Context: an optimization exercise on an open-source flow, tuned for small area, a short achievable clock period and few clock cycles. The choices shown serve that exercise and are no tape-out recipe. At most, simulation tests tie the RTL to the original design; equivalence was not proved. Power figures rest on the tool's default switching activity, not on a simulated workload.

oak:
Design t1_codec, start of the top module:
module t1_codec (
    input  wire        clk,
    input  wire        rst,
    input  wire        tx_in_valid,
    output wire        tx_in_ready,
    input  wire [7:0]  tx_in_data,
    input  wire        tx_in_crc,
    output wire        tx_out_valid,
    input  wire        tx_out_ready,
    output wire [7:0]  tx_out_data,
    output wire        tx_out_last,
    input  wire        rx_in_valid,
    output wire        rx_in_ready,
    input  wire [7:0]  rx_in_data,
    input  wire        rx_in_crc,
    input  wire        rx_ns_slave,
    input  wire        rx_ns_master,
    input  wire        rx_orig_chained,
    input  wire [7:0]  rx_last_tx_pcb,
    output wire        rx_data_valid,
    input  wire        rx_data_ready,
    output wire [7:0]  rx_data,
    output wire        rx_stat_valid,
    input  wire        rx_stat_ready,
    output wire [7:0]  rx_stat_nad,
    output wire [7:0]  rx_stat_pcb,
    output wire [7:0]  rx_stat_len,
    output wire [1:0]  rx_stat_kind,
    output wire [15:0] rx_stat_cksum,
    output wire [2:0]  rx_stat_code
);
    t1_tx_framer u_tx (
        .clk      (clk),
        .rst      (rst),
        .in_valid (tx_in_valid),
        .in_ready (tx_in_ready),
        .in_data  (tx_in_data),
        .in_crc   (tx_in_crc),
        .out_valid(tx_out_valid),
        .out_ready(tx_out_ready),
        .out_data (tx_out_data),
        .out_last (tx_out_last)
    );
    t1_rx_deframer u_rx (
        .clk         (clk),
        .rst         (rst),
        .in_valid    (rx_in_valid),
        .in_ready    (rx_in_ready),
        .in_data     (rx_in_data),
        .in_crc      (rx_in_crc),
        .ns_slave    (rx_ns_slave),
        .ns_master   (rx_ns_master),
        .orig_chained(rx_orig_chained),
        .last_tx_pcb (rx_last_tx_pcb),
        .data_valid  (rx_data_valid),
        .data_ready  (rx_data_ready),
        .data_out    (rx_data),
        .stat_valid  (rx_stat_valid),
        .stat_ready  (rx_stat_ready),
        .stat_nad    (rx_stat_nad),
        .stat_pcb    (rx_stat_pcb),
        .stat_len    (rx_stat_len),
        .stat_kind   (rx_stat_kind),
        .stat_cksum  (rx_stat_cksum),
        .stat_code   (rx_stat_code)
    );
endmodule
Settings: LEC_CHECK=0, ABC_AREA=1, CAP_MARGIN=20, CORE_MARGIN=2, CORE_UTILIZATION=50, SETUP_SLACK_MARGIN=2.0, SLEW_MARGIN=20, BUFFER_PORTS_ARGS=-buffer_cell sky130_fd_sc_hd__buf_2, CTS_ARGS=-sink_clustering_enable -repair_clock_nets -dont_use_dummy_load -sink_clustering_size 30 -sink_clustering_max_diameter 80 -buf_list {sky130_fd_sc_hd__clkbuf_4 sky130_fd_sc_hd__clkbuf_8}; clock period 4.0 ns.
standard.sh (not shown) runs the stock make flow with config.mk's settings and CLKGATE_MAP_FILE= SYNTH_SCRIPT=/design/flow/synth_recipe.tcl, a recipe that flattens the netlist after the stock synthesis.
==> flow/flow/run.sh <==
#!/bin/bash
# The standard layout, with plain buffers on the ports, sizing free to
# change a cell's footprint, and a clock tree of fewer, larger clusters
# without dummy loads.
set -euo pipefail
cat >> config.mk <<'MK'
export BUFFER_PORTS_ARGS = -buffer_cell sky130_fd_sc_hd__buf_2
export CTS_ARGS = -sink_clustering_enable -repair_clock_nets -dont_use_dummy_load -sink_clustering_size 30 -sink_clustering_max_diameter 80 -buf_list {sky130_fd_sc_hd__clkbuf_4 sky130_fd_sc_hd__clkbuf_8}
MK
bash standard.sh MATCH_CELL_FOOTPRINT=0 finish > standard.log 2>&1
Every stage of the flow completed for oak, and the final layout passed the timing, DRC and antenna checks.
> inputs changed (oak -> pine)
-- flow/config.mk --
<<< oak, line 11
export CORE_UTILIZATION = 50
>>> pine, line 11
export CORE_UTILIZATION = 40
Results
Compared with oak, in pine power now sits higher; multi-input gate share of total cell area now sits lower; final cell count now sits higher.
## Diff of input files: birch against pine
-- flow/flow/run.sh --
<<< pine, line 7
export BUFFER_PORTS_ARGS = -buffer_cell sky130_fd_sc_hd__buf_2
>>> birch, line 7
export BUFFER_PORTS_ARGS = -buffer_cell sky130_fd_sc_hd__buf_1
-- flow/config.mk --
<<< pine, line 14
export BUFFER_PORTS_ARGS = -buffer_cell sky130_fd_sc_hd__buf_2
>>> birch, line 14
export BUFFER_PORTS_ARGS = -buffer_cell sky130_fd_sc_hd__buf_1
[summary]
When birch is set beside pine, its ratio of routed vias to standard cells turns out to be about 1.8% smaller. birch has total cell area at the placement stage below what pine had. Proportion of power drawn by the clock network (higher): pine. Any difference in number of cells in the design after placement between birch and pine is small enough to ignore. Taking pine as the reference, in birch final core utilization down 0.78 points; power density normalized to cell area up about 0.6%; number of instances resized during post-cts repair down 1.
Function was not checked in any run of this note: the RTL went through the layout flow alone.

* * *

Another version of the RTL of t1_codec (not shown whole).
Size in the first run: roughly 620 cells after synthesis, about 5800 um^2 of cells after synthesis.
==> flow/config.mk <==
export PLATFORM = sky130hd
export DESIGN_NAME = t1_codec
export DESIGN_NICKNAME = t1_codec
export VERILOG_FILES = /design/flow/design.v
export SDC_FILE = /design/flow/constraint.sdc
export NUM_CORES = 4
export LEC_CHECK = 0
export ABC_AREA = 1
export CAP_MARGIN = 20
export CORE_MARGIN = 2
export CORE_UTILIZATION = 40
export SETUP_SLACK_MARGIN = 1.85
export SLEW_MARGIN = 20
export BUFFER_PORTS_ARGS = -buffer_cell sky130_fd_sc_hd__buf_1
export CTS_ARGS = -sink_clustering_enable -repair_clock_nets -dont_use_dummy_load -sink_clustering_size 30 -sink_clustering_max_diameter 80 -buf_list {sky130_fd_sc_hd__clkbuf_4 sky130_fd_sc_hd__clkbuf_8}
==> flow/constraint.sdc <==
create_clock -name core_clock -period 4.0 [get_ports {clk}]
set_input_delay 0.8000 -clock core_clock [delete_from_list [all_inputs] [get_ports {clk}]]
set_output_delay 0.8000 -clock core_clock [all_outputs]
set_load 0.01 [all_outputs]
==> flow/flow/run.sh <==
#!/bin/bash
# The standard layout, with: plain buffers on the ports; sizing free to
# change a cell's footprint; a clock tree of larger clusters of small
# clock buffers without dummy loads; and an delay-constrained (map -D), area-recovering ABC mapping
# script (flow/abc_area.script) in place of ORFS's (ABC_AREA is set).
# Everything else, registers included, is the standard synthesis and flow.
set -euo pipefail
here=$(pwd)
rm -rf "$here/scripts"
cp -r "$FLOW_HOME/scripts" "$here/scripts"
cp "$here/flow/abc_area.script" "$here/scripts/abc_area.script"
cat >> config.mk <<'MK'
export BUFFER_PORTS_ARGS = -buffer_cell sky130_fd_sc_hd__buf_1
export CTS_ARGS = -sink_clustering_enable -repair_clock_nets -dont_use_dummy_load -sink_clustering_size 30 -sink_clustering_max_diameter 80 -buf_list {sky130_fd_sc_hd__clkbuf_4 sky130_fd_sc_hd__clkbuf_8}
MK
bash standard.sh MATCH_CELL_FOOTPRINT=0 SCRIPTS_DIR="$here/scripts" finish > standard.log 2>&1
==> flow/flow/abc_area.script <==
strash
dch -f
map -D 1000
topo
stime -c
buffer -c
upsize -c
dnsize -c
The baseline finished with timing, DRC and antenna clean.
Testbench counts at the start, summed over its fixed seeds: cycles 17,575.
Then changed:
--- a/flow/flow/run.sh
+++ b/flow/flow/run.sh
@@ -2,5 +2,5 @@
 # The standard layout, with: plain buffers on the ports; sizing free to
 # change a cell's footprint; a clock tree of larger clusters of small
-# clock buffers without dummy loads; and an delay-constrained (map -D), area-recovering ABC mapping
+# clock buffers without dummy loads; and a delay-constrained (map -D), area-recovering ABC mapping
 # script (flow/abc_area.script) in place of ORFS's (ABC_AREA is set).
 # Everything else, registers included, is the standard synthesis and flow.
--- a/flow/config.mk
+++ b/flow/config.mk
@@ -9,6 +9,6 @@
 export CAP_MARGIN = 20
 export CORE_MARGIN = 2
-export CORE_UTILIZATION = 40
-export SETUP_SLACK_MARGIN = 1.85
+export CORE_UTILIZATION = 45
+export SETUP_SLACK_MARGIN = 1.95
 export SLEW_MARGIN = 20
 export BUFFER_PORTS_ARGS = -buffer_cell sky130_fd_sc_hd__buf_1
Outcome: Clock power came out lower slightly. Via count came out higher slightly. Final area came out higher slightly. Register-to-register slack gets better by 70 ps. Utilization came out higher by 5.8 points. Setup slack gets worse by 29 ps. Non-clock buffer count came out higher by 3.
Then changed:
--- a/flow/flow/run.sh
+++ b/flow/flow/run.sh
@@ -2,5 +2,5 @@
 # The standard layout, with: plain buffers on the ports; sizing free to
 # change a cell's footprint; a clock tree of larger clusters of small
-# clock buffers without dummy loads; and a delay-constrained (map -D), area-recovering ABC mapping
+# clock buffers without dummy loads; and an delay-constrained (map -D), area-recovering ABC mapping
 # script (flow/abc_area.script) in place of ORFS's (ABC_AREA is set).
 # Everything else, registers included, is the standard synthesis and flow.
--- a/flow/config.mk
+++ b/flow/config.mk
@@ -9,6 +9,6 @@
 export CAP_MARGIN = 20
 export CORE_MARGIN = 2
-export CORE_UTILIZATION = 45
-export SETUP_SLACK_MARGIN = 1.95
+export CORE_UTILIZATION = 40
+export SETUP_SLACK_MARGIN = 2.0
 export SLEW_MARGIN = 20
 export BUFFER_PORTS_ARGS = -buffer_cell sky130_fd_sc_hd__buf_1
Effect: Wire length rose slightly; hold slack is worse by 3.6 ps; flip-flop and latch count does not change; design area rose by a few percent; area after synthesis stays the same; via count does not change; maximum frequency rose by a few percent; setup slack is better by 63 ps; die area rose by roughly a tenth; global-route usage fell by 2.0 points; sequential share of layout area fell by 1.3 points.

-- static timing again, ports no longer ideal --
How much do the figures lean on ideal ports? The routed layouts below were timed once more, with nothing changed but the port constraints. Step 1, drivers: a clkbuf_16 drives clk and a buf_2 each remaining input, both assumed. Step 2 times the ports against the registers' clock, not the clock port: input delays grow and output delays shrink by t, the midpoint of the rising clock arrivals with the driver on. Slacks: no drivers / after step 1 / after step 2; pairs: no drivers / after step 1.
| run | t (ns) | setup slack, ns | clock arrival spread, ns |
|---|---|---|---|
| oak | 0.400 | 1.913 / 1.860 / 1.709 | 0.037 / 0.037 |
| pine | 0.420 | 1.904 / 1.858 / 1.745 | 0.032 / 0.032 |
| birch | 0.413 | 1.939 / 1.903 / 1.697 | 0.036 / 0.037 |
| the first run of note 2 | 0.422 | 1.924 / 1.871 / 1.600 | 0.030 / 0.031 |
| the second run of note 2 | 0.423 | 1.895 / 1.858 / 1.674 | 0.028 / 0.028 |
| the third run of note 2 | 0.406 | 1.959 / 1.934 / 1.689 | 0.037 / 0.037 |
After both steps every run listed still meets setup and hold. The setup slack of the first run of note 2, which loses most, moves by -0.053 ns with the drivers and by -0.324 ns with both steps.
